Source: an optimization exercise on an open RTL-to-GDS flow (aim: small area). Production flows keep margins and buffers that such runs may drop. Function was checked by simulation only, so behaviour that the tests miss may differ from the original. No driver is modelled on the clock port, so clocking that relies on it looks cheaper here than on a real chip. Power is estimated from default activity; no workload was simulated.

## flow/flow/run.sh

```bash
#!/bin/bash
# Layout flow: the standard synthesis, an area re-mapping of its
# combinational logic (flow/resyn.sh, checked for equivalence), then the
# standard layout with the smallest buffer on the ports, the ABC buffers
# removed and a clock tree of clkbuf_4 without dummy loads, whose buffers
# that drive many flip-flops are then upsized (flow/post_cts.tcl). Each tool's full output goes to a log file in this folder.
set -u
ARGS=(
  BUFFER_PORTS_ARGS="-buffer_cell sky130_fd_sc_hd__buf_1"
  REMOVE_ABC_BUFFERS=1
  POST_CTS_TCL="$PWD/flow/post_cts.tcl"
  CTS_ARGS="-sink_clustering_enable -repair_clock_nets -buf_list sky130_fd_sc_hd__clkbuf_4 -dont_use_dummy_load"
)
bash standard.sh "${ARGS[@]}" synth > synth.log 2>&1 || exit 1
R=orfs/results/$FLOW_PLATFORM/zc_dimmer/base
cp $R/1_2_yosys.v standard_1_2_yosys.v
if bash flow/resyn.sh standard_1_2_yosys.v resyn_1_2_yosys.v resyn_work > resyn.log 2>&1; then
  cp resyn_1_2_yosys.v $R/1_2_yosys.v
  rm -f $R/1_synth.odb $R/1_synth.sdc
  touch $R/1_2_yosys.v
fi
bash standard.sh "${ARGS[@]}" finish > layout.log 2>&1
```

## flow/flow/invopt.py

```python
#!/usr/bin/env python3
"""Remove inverters around full adders in a flat gate-level netlist.

A full adder is self-dual: FA(~a, ~b, ~c) = (~s, ~co). Each sky130 fa cell
may therefore be 'flipped' (fed the complements of its inputs, producing the
complements of its outputs). All inverters are collapsed into polarity
requirements; a greedy search picks the flips that need the fewest distinct
inverted signals; the netlist is rebuilt with one inverter per such signal.
Usage: invopt.py in.v out.v
"""
import re, sys, random

OUTPINS = {"X", "Y", "SUM", "COUT", "Q", "Q_N", "HI", "LO"}

def parse(text):
    m = re.search(r"module\s+(\w+)\s*\((.*?)\);", text, re.S)
    top = m.group(1)
    body_start = m.end()
    endm = text.rindex("endmodule")
    body = text[body_start:endm]
    decls, cells = [], []
    pos = 0
    stmt_re = re.compile(r"\s*(.*?);", re.S)
    # split statements carefully: cell instances contain nested parens but end with ');'
    for st in re.finditer(r"(?:(?:input|output|inout|wire)\b[^;]*;)|(?:(\S+)\s+(\S+)\s*\((.*?)\);)", body, re.S):
        s = st.group(0)
        if st.group(1) is None:
            decls.append(s.strip())
        else:
            typ, name, pins = st.group(1), st.group(2), st.group(3)
            if typ == "assign":
                raise SystemExit("assign not supported")
            pl = re.findall(r"\.(\w+)\(\s*(.*?)\s*\)\s*(?:,|$)", pins.strip(), re.S)
            cells.append([typ, name, [[p, n] for p, n in pl]])
    return top, text[:body_start], decls, cells

def main():
    src, dst = sys.argv[1], sys.argv[2]
    text = open(src).read()
    top, header, decls, cells = parse(text)
    ports_out = set()
    ports_in = set()
    for d in decls:
        mm = re.match(r"(input|output)\s+(\[(\d+):(\d+)\]\s+)?(\S+)\s*;", d)
        if mm:
            nm = mm.group(5)
            if mm.group(2):
                hi, lo = int(mm.group(3)), int(mm.group(4))
                bits = [f"{nm}[{i}]" for i in range(min(hi, lo), max(hi, lo) + 1)]
            else:
                bits = [nm]
            (ports_out if mm.group(1) == "output" else ports_in).update(bits)
    def is_inv(c): return re.match(r"sky130_fd_sc_hd__(inv|clkinv)_\d+$", c[0]) is not None
    def is_fa(c): return re.match(r"sky130_fd_sc_hd__fa_\d+$", c[0]) is not None
    drv = {}
    for ci, c in enumerate(cells):
        for p, n in c[2]:
            if p in OUTPINS:
                drv[n] = (ci, p)
    # inverters kept: those driving output ports
    keep_inv = set()
    for ci, c in enumerate(cells):
        if is_inv(c):
            y = dict(c[2])["Y"]
            if y in ports_out:
                keep_inv.add(ci)
    memo = {}
    def root(n):
        if n in memo: return memo[n]
        d = drv.get(n)
        if d is not None and is_inv(cells[d[0]]) and d[0] not in keep_inv:
            a = dict(cells[d[0]][2])["A"]
            r, p = root(a)
            res = (r, p ^ 1)
        else:
            res = (n, 0)
        memo[n] = res
        return res
    fa_idx = [ci for ci, c in enumerate(cells) if is_fa(c)]
    # FAs driving output ports directly are not flipped
    fixed = set()
    for ci in fa_idx:
        for p, n in cells[ci][2]:
            if p in OUTPINS and n in ports_out:
                fixed.add(ci)
    # loads: (cell index, pin index) -> (root, parity)
    loads = []
    for ci, c in enumerate(cells):
        if is_inv(c) and ci not in keep_inv:
            continue
        for pi, (p, n) in enumerate(c[2]):
            if p in OUTPINS: continue
            if n.startswith("1'b") or n == "":
                continue
            r, par = root(n)
            loads.append((ci, pi, r, par))
    # port loads: output ports that are not driven directly by a kept cell
    port_loads = []
    for n in ports_out:
        d = drv.get(n)
        if d is not None and is_inv(cells[d[0]]) and d[0] not in keep_inv:
            raise SystemExit("unexpected")
    flip = {ci: 0 for ci in fa_idx}
    def root_flip(r):
        d = drv.get(r)
        if d is not None and d[0] in flip:
            return flip[d[0]]
        return 0
    def cost():
        need = set()
        for ci, pi, r, par in loads:
            q = par ^ flip.get(ci, 0) ^ root_flip(r)
            if q: need.add(r)
        return len(need)
    base = cost()
    best = base
    cand = [ci for ci in fa_idx if ci not in fixed]
    random.seed(1)
    improved = True
    while improved:
        improved = False
        for ci in cand:
            flip[ci] ^= 1
            c2 = cost()
            if c2 < best:
                best = c2; improved = True
            else:
                flip[ci] ^= 1
    # pair moves
    improved = True
    while improved:
        improved = False
        for i in range(len(cand)):
            for j in range(i + 1, len(cand)):
                a, b = cand[i], cand[j]
                flip[a] ^= 1; flip[b] ^= 1
                c2 = cost()
                if c2 < best:
                    best = c2; improved = True
                else:
                    flip[a] ^= 1; flip[b] ^= 1
    # simulated annealing from the greedy result
    import math
    cur = best
    bestflip = dict(flip)
    T = 2.0
    for it in range(30000):
        ci = random.choice(cand) if cand else None
        if ci is None: break
        flip[ci] ^= 1
        c2 = cost()
        if c2 <= cur or random.random() < math.exp((cur - c2) / T):
            cur = c2
            if c2 < best:
                best = c2; bestflip = dict(flip)
        else:
            flip[ci] ^= 1
        T = max(0.05, T * 0.9998)
    flip.update(bestflip)
    n_inv_before = sum(1 for c in cells if is_inv(c))
    sys.stderr.write(f"inverters: {n_inv_before} before, {best + len(keep_inv)} after; flipped {sum(flip.values())} of {len(fa_idx)} fa\n")
    # rebuild
    newnets = {}
    newcells = []
    cnt = [0]
    def inv_of(r):
        if r not in newnets:
            cnt[0] += 1
            nn = f"_invopt_{cnt[0]}_"
            newnets[r] = nn
            newcells.append(["sky130_fd_sc_hd__inv_1", f"_invopt_c{cnt[0]}_", [["A", r], ["Y", nn]]])
        return newnets[r]
    for ci, pi, r, par in loads:
        q = par ^ flip.get(ci, 0) ^ root_flip(r)
        cells[ci][2][pi][1] = inv_of(r) if q else r
    out_cells = [c for ci, c in enumerate(cells) if not (is_inv(c) and ci not in keep_inv)] + newcells
    # wires: keep all declarations, add new nets
    used = set()
    for c in out_cells:
        for p, n in c[2]:
            used.add(re.sub(r"\[\d+\]$", "", n))
    lines = [header]
    for d in decls:
        mm = re.match(r"wire\s+(\[\d+:\d+\]\s+)?(\S+)\s*;", d)
        lines.append("  " + d)
    for r, nn in newnets.items():
        lines.append(f"  wire {nn};")
    for typ, name, pins in out_cells:
        lines.append(f"  {typ} {name} (")
        lines.append(",\n".join(f"    .{p}({n}{' ' if n.startswith(chr(92)) else ''})" for p, n in pins))
        lines.append("  );")
    lines.append("endmodule")
    open(dst, "w").write("\n".join(lines) + "\n")

main()
```

## flow/flow/resyn.sh

```bash
#!/bin/bash
# Re-map the combinational logic of the standard synthesis netlist for area.
# Flip-flops and tie cells are kept as they are (same
# instances, same names); everything else is re-synthesised by ABC with an
# area script (invopt.py then finds no full adders to flip).
# The result is used only if a formal equivalence check against the standard
# netlist passes. usage: resyn.sh in.v out.v workdir
set -u
IN=$1; OUT=$2; W=$3
H=$(cd "$(dirname "$0")" && pwd)
LIB=$FLOW_HOME/platforms/sky130hd/lib/sky130_fd_sc_hd__tt_025C_1v80.lib
YOSYS=${YOSYS_EXE:-$(command -v yosys || echo $FLOW_HOME/../tools/install/yosys/bin/yosys)}
mkdir -p $W
DU=""
for c in $(grep -o 'sky130_fd_sc_hd__\(lpflow\|probe\)[a-z0-9_]*' $LIB | sort -u); do DU="$DU -dont_use $c"; done
# ABC area re-mapping from a few random seeds; the smallest result is kept
run_seed() {
  local S=$1 D=$W/seed$1
  mkdir -p $D
  cat > $D/area.script <<EOS
strash
&get -n
&deepsyn -T ${DEEPSYN_T:-45} $( [ $S -gt 0 ] && echo "-S $S" )
&put
dch -f
amap
topo
EOS
  cat > $D/resyn.ys <<EOS
read_liberty -ignore_miss_func $LIB
read_verilog $IN
hierarchy -top zc_dimmer
setattr -mod -set blackbox 1 sky130_fd_sc_hd__*df* sky130_fd_sc_hd__conb_*
tee -o $D/stat_before.txt stat -liberty $LIB
flatten
opt_clean
abc -liberty $LIB $DU -script $D/area.script
opt_clean -purge
tee -o $D/stat_after.txt stat -liberty $LIB
write_verilog -noattr -nohex -nodec $D/resyn.v
EOS
  $YOSYS -q $D/resyn.ys > $D/resyn_yosys.log 2>&1
}
for S in 0 1 2 5; do run_seed $S & done
wait
BEST=""; BESTA=""
for S in 0 1 2 5; do
  A=$(grep 'Chip area' $W/seed$S/stat_after.txt 2>/dev/null | tail -1 | awk '{print $NF}')
  [ -n "$A" ] || continue
  echo "seed $S: area $A"
  if [ -z "$BEST" ] || python3 -c "import sys; sys.exit(0 if $A < $BESTA else 1)"; then BEST=$S; BESTA=$A; fi
done
[ -n "$BEST" ] || { echo "resyn: yosys failed"; exit 1; }
cp $W/seed$BEST/resyn.v $W/resyn.v
cp $W/seed$BEST/stat_before.txt $W/stat_before.txt
cp $W/seed$BEST/stat_after.txt $W/stat_after.txt
python3 $H/invopt.py $W/resyn.v $W/invopt.v > $W/invopt.log 2>&1 || { echo "resyn: invopt failed"; exit 1; }
# equivalence: flip-flop outputs renamed after their instances in both netlists
python3 $H/canon.py $IN $W/eq_gold.v
python3 $H/canon.py $W/invopt.v $W/eq_gate.v
grep -o '\b_[0-9a-z_]*_\b' $W/eq_gold.v $W/eq_gate.v | sed 's/^[^:]*://' | sort -u > $W/eq_blacklist.txt
cat > $W/eq.ys <<EOS
read_liberty -ignore_miss_func $LIB
read_verilog $W/eq_gold.v
rename zc_dimmer gold
read_verilog $W/eq_gate.v
rename zc_dimmer gate
flatten gold gate
rename -hide w:*.*
equiv_make -blacklist $W/eq_blacklist.txt gold gate eq
hierarchy -top eq
equiv_simple
equiv_induct
equiv_status -assert
EOS
if $YOSYS -q $W/eq.ys > $W/eq_yosys.log 2>&1; then
  cp $W/invopt.v $OUT
  echo "resyn: equivalent; area $(grep 'Chip area' $W/stat_before.txt | tail -1 | awk '{print $NF}') -> $(grep 'Chip area' $W/stat_after.txt | tail -1 | awk '{print $NF}') before invopt; $(cat $W/invopt.log)"
else
  echo "resyn: equivalence check failed; keeping the standard netlist"
  exit 1
fi
```

## flow/design.v

```verilog
module zc_dimmer (
    input  wire        clk,
    input  wire        rst,
    input  wire        zc_in,
    input  wire        en_in,
    input  wire        dim_in,
    input  wire        cmd_valid,
    input  wire [19:0] cmd_word,
    output reg         gate_out,
    output reg         status_out,
    output wire        cmd_ready,
    output reg  [15:0] rsp
);
    reg        zc_meta, zc_sync, zc_prev;
    reg        en_meta, en_sync, dim_meta, dim_sync;
    reg        zc_pend;
    reg        irq_mask;
    reg [13:0] tmr;         
    reg [7:0]  zc_count;
    reg [13:0] dly;         
    reg        dly_skip;    
    reg [7:0]  ramp_cur;    
    reg [7:0]  ramp_tgt;    
    wire idle     = ~(gate_out | status_out);
    wire edge_det = zc_sync & ~zc_prev;
    wire dispatch = idle & zc_pend & ~irq_mask;
    assign cmd_ready = ~rst & idle & ~dispatch;
    wire accept = cmd_valid & cmd_ready;
    wire [3:0]  op  = cmd_word[19:16];
    wire [15:0] arg = cmd_word[15:0];
    function [26:0] radd; input [25:0] a; input [25:0] b; input cin;
        integer i; reg c; begin c = cin;
        for (i=0;i<26;i=i+1) begin radd[i] = a[i]^b[i]^c; c = (a[i]&b[i])|(a[i]&c)|(b[i]&c); end
        radd[26] = c; end endfunction
    wire tmr_one  = (tmr == 14'h3FFE);
    wire dly_zero = ~|dly;
    wire wait_end = status_out & tmr_one;
    wire gate_end = gate_out & tmr_one;
    reg  [13:0] tmr_next;
    integer ti; reg tc;
    always @(*) begin
        tc = 1'b1;
        for (ti = 0; ti < 14; ti = ti + 1) begin
            tmr_next[ti] = idle ? ~dly[ti] : (tmr[ti] ^ tc);
            tc = tc & tmr[ti];
        end
        tmr_next[1] = tmr_next[1] & ~(idle ? dly_zero : wait_end);
        tmr_next[3] = tmr_next[3] & ~(idle ? dly_zero : wait_end);
    end
    wire cnt_inc = (dispatch & dly_skip) | gate_end;
    wire [7:0] cnt_next = zc_count + {7'd0, ~&zc_count};
    function cy8; input [7:0] a; input [7:0] b; input cin;
        integer i; reg c; begin c = cin;
        for (i=0;i<8;i=i+1) c = (a[i]&b[i])|(a[i]&c)|(b[i]&c);
        cy8 = c; end endfunction
    wire        dn    = cy8(ramp_cur, ~ramp_tgt, 1'b1);
    wire [26:0] rs    = radd({18'b0, ramp_cur}, {18'b0, arg[7:0] ^ {8{dn}}}, dn);
    wire        ge    = cy8(rs[7:0] ^ {8{dn}}, ~(ramp_tgt ^ {8{dn}}), 1'b1);
    wire        reach = (|arg[15:8]) | (rs[8] ^ dn) | ge;
    wire [7:0]  ramp_next = reach ? ramp_tgt : rs[7:0];
    wire [7:0]  tgt_clamped = arg[15] ? 8'd0 : ((|arg[14:8]) | (arg[7:0] > 8'd200)) ? 8'd200 : arg[7:0];
    wire [7:0]  rx  = ramp_cur;
    wire [26:0] rx5 = radd({18'b0,rx}, {16'b0,rx,2'b0}, 1'b0);
    wire [26:0] ry  = radd({15'b0,rx5[10:0],3'b0}, {18'b0,rx}, 1'b0);
    wire [5:0]  rh  = ry[13:8] + (ry[7:0] >= 8'd10);
    wire [26:0] rr  = radd({10'b0,ry[13:0],2'b0}, ~{20'b0,rh}, 1'b1);
    wire [15:0] rel_val = rr[15:0];
    wire [14:0] lvl = arg[14:0] | {15{arg[15]}};
    wire [26:0] n9  = radd({11'b0,lvl}, {8'b0,lvl,3'b0}, 1'b0);
    wire [26:0] n23 = radd({6'b0,lvl,5'b0}, ~{7'b0,n9[18:0]}, 1'b1);
    wire [26:0] cq  = radd({n9[18:0],7'b0}, {5'b0,n23[20:0]}, 1'b0);
    wire [26:0] cp  = radd(cq[25:0], 26'd1230848, 1'b0);
    wire [13:0] calc_res = cp[25:12];
    always @(*) begin
        rsp = 16'd0;
        if (accept) begin
            case (op)
                4'h3: rsp = {8'd0, zc_count};
                4'h7: rsp = rel_val;
                4'h8: rsp = {2'b0, calc_res};
                4'h9: rsp = {14'd0, dim_sync, en_sync};
                default: rsp = 16'd0;
            endcase
        end
    end
    always @(posedge clk) begin
        tmr <= tmr_next;
        if (accept && op == 4'h4) dly <= arg[13:0];
        if (rst) begin
            zc_meta    <= 1'b1;
            zc_sync    <= 1'b1;
            zc_prev    <= 1'b1;
            en_meta    <= 1'b0;
            en_sync    <= 1'b0;
            dim_meta   <= 1'b0;
            dim_sync   <= 1'b0;
            zc_pend    <= 1'b0;
            irq_mask   <= 1'b1;
            gate_out   <= 1'b0;
            status_out <= 1'b0;
            zc_count   <= 8'd0;
            dly_skip   <= 1'b1;
            ramp_cur   <= 8'd0;
            ramp_tgt   <= 8'd0;
        end else begin
            zc_meta  <= zc_in;
            zc_sync  <= zc_meta;
            zc_prev  <= zc_sync;
            en_meta  <= en_in;
            en_sync  <= en_meta;
            dim_meta <= dim_in;
            dim_sync <= dim_meta;
            zc_pend <= (zc_pend & ~dispatch) | edge_det;
            status_out <= (dispatch & ~dly_skip & ~dly_zero) | (status_out & ~tmr_one);
            gate_out   <= (dispatch & ~dly_skip & dly_zero) | wait_end | (gate_out & ~tmr_one);
            if (accept && op == 4'h3) zc_count <= 8'd0;
            else if (cnt_inc) zc_count <= cnt_next;
            if (accept) begin
                case (op)
                    4'h1: irq_mask <= 1'b1;
                    4'h2: irq_mask <= 1'b0;
                    4'h4: dly_skip <= (arg >= 16'd9000);
                    4'h5: ramp_tgt <= tgt_clamped;
                    4'h6: ramp_cur <= ramp_next;
                    default: ;
                endcase
            end
        end
    end
endmodule
```

## flow/flow/canon.py

```python
import re, sys
# rename each flip-flop's Q net to a name derived from the flip-flop instance
t = open(sys.argv[1]).read()
ren = {}
for m in re.finditer(r"(sky130_fd_sc_hd__e?dfxtp_\d+)\s+(\S+)\s*\((.*?)\);", t, re.S):
    inst = m.group(2)
    q = re.search(r"\.Q\(\s*(.*?)\s*\)\s*(,|$)", m.group(3).strip(), re.S).group(1)
    key = re.sub(r"[^A-Za-z0-9_]", "_", inst.lstrip("\\"))
    ren[q] = "ffq_" + key
def sub(m):
    n = m.group(1)
    return "(" + (ren[n] if n in ren else n) + ("" if n in ren else (" " if n.startswith("\\") else "")) + ")"
t2 = re.sub(r"\(\s*(\\\S+|[A-Za-z_][\w\[\]]*)\s*\)", sub, t)
decl = "".join(f"  wire {v};\n" for v in ren.values())
t2 = t2.replace(");\n", ");\n" + decl, 1)
# output ports that are flop outputs keep their name: add assigns
outs = set()
for m in re.finditer(r"output\s+(\[\d+:\d+\]\s+)?(\S+)\s*;", t):
    outs.add(m.group(2))
extra = ""
for q, v in ren.items():
    base = re.sub(r"\[\d+\]$", "", q)
    if base in outs or q in outs:
        extra += f"  assign {q} = {v};\n"
t2 = t2.replace("endmodule", extra + "endmodule")
open(sys.argv[2], "w").write(t2)
```

## flow/standard.sh

```bash
#!/bin/bash
# synth_recipe.tcl (not shown) runs the flow's synth.tcl, then flattens the netlist and writes it again
# the make line also repeats each setting of config.mk as NAME=value (left out here)
make -C /OpenROAD-flow-scripts/flow DESIGN_CONFIG=/design/flow/config.mk WORK_HOME=/design/flow/orfs CLKGATE_MAP_FILE= SYNTH_SCRIPT=/design/flow/synth_recipe.tcl "${@:-finish}"
```

## flow/flow/post_cts.tcl

```tcl
set n_up 0
foreach net [get_nets -quiet clknet_*] {
  set loads [get_pins -quiet -of_objects $net -filter "direction == input"]
  if { [llength $loads] > 7 } {
    foreach p [get_pins -quiet -of_objects $net -filter "direction == output"] {
      set inst [get_cells -of_objects $p]
      if { [get_property [get_lib_cells -of_objects $inst] name] == "sky130_fd_sc_hd__clkbuf_4" } {
        replace_cell $inst sky130_fd_sc_hd__clkbuf_8
        incr n_up
      }
    }
  }
}
puts "post_cts: upsized $n_up clock buffers to clkbuf_8"
detailed_placement
check_placement -verbose
```

## flow/constraint.sdc

```tcl
create_clock -name core_clock -period 40.0 [get_ports {clk}]
set_input_delay 8.0000 -clock core_clock [delete_from_list [all_inputs] [get_ports {clk}]]
set_output_delay 8.0000 -clock core_clock [all_outputs]
set_load 0.01 [all_outputs]
```

## flow/config.mk

```make
export PLATFORM = sky130hd
export DESIGN_NAME = zc_dimmer
export DESIGN_NICKNAME = zc_dimmer
export VERILOG_FILES = /design/flow/design.v
export SDC_FILE = /design/flow/constraint.sdc
export NUM_CORES = 4
export LEC_CHECK = 0
export CAP_MARGIN = 40
export CORE_MARGIN = 2
export CORE_UTILIZATION = 75
export PLACE_DENSITY = 0.85
export SLEW_MARGIN = 40
```

==> results.py <==
metrics = {
    "setup_path": {
        "r2r-start": "ramp_cur[2]",
        "endpoint": "rsp[12]",
        "worstSetupPathType": "in -> out",
        "crit_start": "cmd_word[4]",
        "cp_num_buf_inv": 4,
        "start_kind": "primary input",
        "end_kind": "primary output",
        "cpMostUsedCell": "nor2_1",
        "arrival_ns": 16.61,
        "required_ns": 32.00,
        "ff2ff_setup_slack_ns": 32.89,
        "ff2ff_path_depth": 32,
        "cp_slowest_stage_delay_ns": 0.40,
        "worstPathMaxFanout": 12,
        "crit_slowest_cell": "buf_1",
        "cp_top_family": "compound AO/OA/AOI/OAI gates",
        "cp.depth": 57,
        "reg2reg_to": "ramp_cur[0]",
    },
    "status": {
        "status": "finished clean",
    },
    "sta": {
        "slew_violations": 0,
        "max_freq_mhz": 40.6,
        "rsz0062_at_grt": "false",
        "setup_viol": 0,
        "tns_ns": 0,
        "max-slew-margin-rel": 0.471,
        "period_needed_ns": 24.61,
        "post-route-period-util": 0.615,
        "tightest_slew_ns": 0.786,
        "fin_skew_ns": 0.0344,
        "timing.final.ws_setup_ns": 15.39,
        "hold_viol_final": 0,
    },
    "global_routing": {
        "grt_pass1_wl_um": 23600,
        "grt-ovfl-total": 0,
        "grt_pass1_vias": 5122,
        "grt_max_degree": 17,
        "grt_use_total": 0.413,
        "antenna_found_initial": 0,
    },
    "power_and_ir_drop": {
        "static-leakage-power_nw": 1.90,
        "vdd_drop_max_v": 0.0000261,
        "power_density_nw_per_um2": 31.9,
    },
    "die": {
        "fp.dieH_um": 83.0,
        "rows": 28,
        "fp.dieW_um": 83.0,
        "start_util": 0.781,
        "core_area_um2": 5990,
        "io_pins": 45,
        "fp.dieArea_um2": 6890,
    },
    "layout": {
        "multi_input_area_um2": 2970,
        "area_growth_pct": 7.86,
        "seq_area_um2": 1420,
        "final_common_cell": "nor2_1",
        "layout_common_cells": "nor2_1, o21ai_0, nand2_1, inv_1, a21oi_1",
        "fillers": 419,
        "fin_area_um2": 5050,
        "n_antenna_cell": 0,
        "finalNetCount": 800,
        "drive_gt1_frac": 0.0142,
    },
    "route": {
        "drtPass1Iterations": 8,
        "post-route-drc-count": 0,
        "wirelength_um": 14300,
        "viasPerCell": 6.80,
        "vias": 5761,
        "wire_per_inst_um": 16.9,
        "ant_nets": 0,
        "drt_iter0_drc": 872,
    },
    "clock_tree": {
        "clock-sinks": 64,
        "clk_pin_slew_worst_paths_ns": 0.06,
        "cts_tree": "built",
        "clk_latency_ns": 0.37,
    },
    "synth": {
        "ys_warn_count": 1,
        "post_synth.cell_area_avg_um2": 6.52,
        "synthCells": 718,
        "synth_area_um2": 4680,
    },
    "placement": {
        "routabilityCongestion": 1.01,
        "pre_cts_slack_ns": 15.81,
        "placed_area_um2": 4950,
        "port_buffers": 44,
        "dpl.hpwl_um": 10800,
    },
    "min_path": {
        "min_path_type": "reg -> reg",
    },
    "job": {
        "cap_violations": 0,
    },
}
-- layer usage --
metal	track usage	wire length (µm)	vias to the layer above
li1	-	-	2708
met1	0.536	5420	2531
met2	0.661	6510	441
met3	0.0974	1780	81
met4	0.174	619	0
met5	0	0	-
-- through the flow --
| stage | total power, W | utilization | std cells | hold WS, ns |
|---|---|---|---|---|
| floorplan | 0.000108 | - | 718 | 0.391 |
| global placement | 0.000118 | 0.826 | 838 | 0.421 |
| detailed placement | 0.000121 | 0.826 | 838 | 0.426 |
| global route | 0.000169 | 0.843 | 847 | 0.464 |
| finish | 0.000161 | 0.843 | 847 | 0.437 |
-- where the power goes --
part,total (W),internal [W],switching [W]
sequential,0.0000674,0.0000667,0.000000757
clock,0.0000388,0.0000159,0.0000229
combinational,0.0000547,0.0000170,0.0000377
total,0.000161,0.0000995,0.0000614
-- worst min-delay path by stage --
stage | end | cells after the start | slack, ns | start
after floorplan | zc_sync | 1 | 0.39 | zc_meta
after global placement | zc_sync | 1 | 0.42 | zc_meta
after detailed placement | zc_sync | 1 | 0.43 | zc_meta
after global routing | zc_sync | 1 | 0.46 | zc_meta
final | zc_sync | 1 | 0.44 | zc_meta
-- registers in the layout (all words and copies together), names as in the netlist --
name / cells
dim_meta: 1
dim_sync: 1
dly: 14
dly_skip: 1
en_meta: 1
en_sync: 1
gate_out: 1
irq_mask: 1
ramp_cur: 8
ramp_tgt: 8
status_out: 1
tmr: 14
zc_count: 8
zc_meta: 1
zc_pend: 1
zc_prev: 1
zc_sync: 1
-- worst register-to-register path, delay by kind of cell, from the launching register on --
kind / cells / cell delay, ns
AOI/OAI and AO/OA: 21 / 4.44
buffers and inverters: 3 / 0.71
DFF: 1 / 0.36
and+or+nand+nor: 8 / 1.52
-- final cells by class --
class / count / share of cell area
multi-input cells: 576 / 0.588
flip-flops and latches: 64 / 0.282
well taps: 75 / 0.0186
repair buffers: 45 / 0.0342
inverters: 78 / 0.0580
clock buffers: 9 / 0.0196

==> static timing again, ports no longer ideal <==
Ports are ideal in the flow. The routed layout listed here was re-timed in OpenROAD.
Step 1 (the two cells are an assumption about what drives the block):
set clk [get_ports {clk}]
set_driving_cell -lib_cell sky130_fd_sc_hd__clkbuf_16 $clk
set_driving_cell -lib_cell sky130_fd_sc_hd__buf_2 [delete_from_list [all_inputs] $clk]
Step 2 times the ports against the registers' clock, not the clock port: input delays grow and output delays shrink by t, the midpoint of the rising clock arrivals with the driver on.
Three values: ideal ports, drivers, drivers and shift; two values: the first two.
t (ns): 0.385
setup WS [ns]: 15.391 / 15.367 / 15.367
worst setup path at the end: input to output
worst register clock-pin slew, ns: 0.09 / 0.09
pins driven straight from the clock port: 1
After both steps this run still meets setup and hold. The setup slack of this run moves by -0.024 ns with the drivers and by -0.024 ns with both steps.
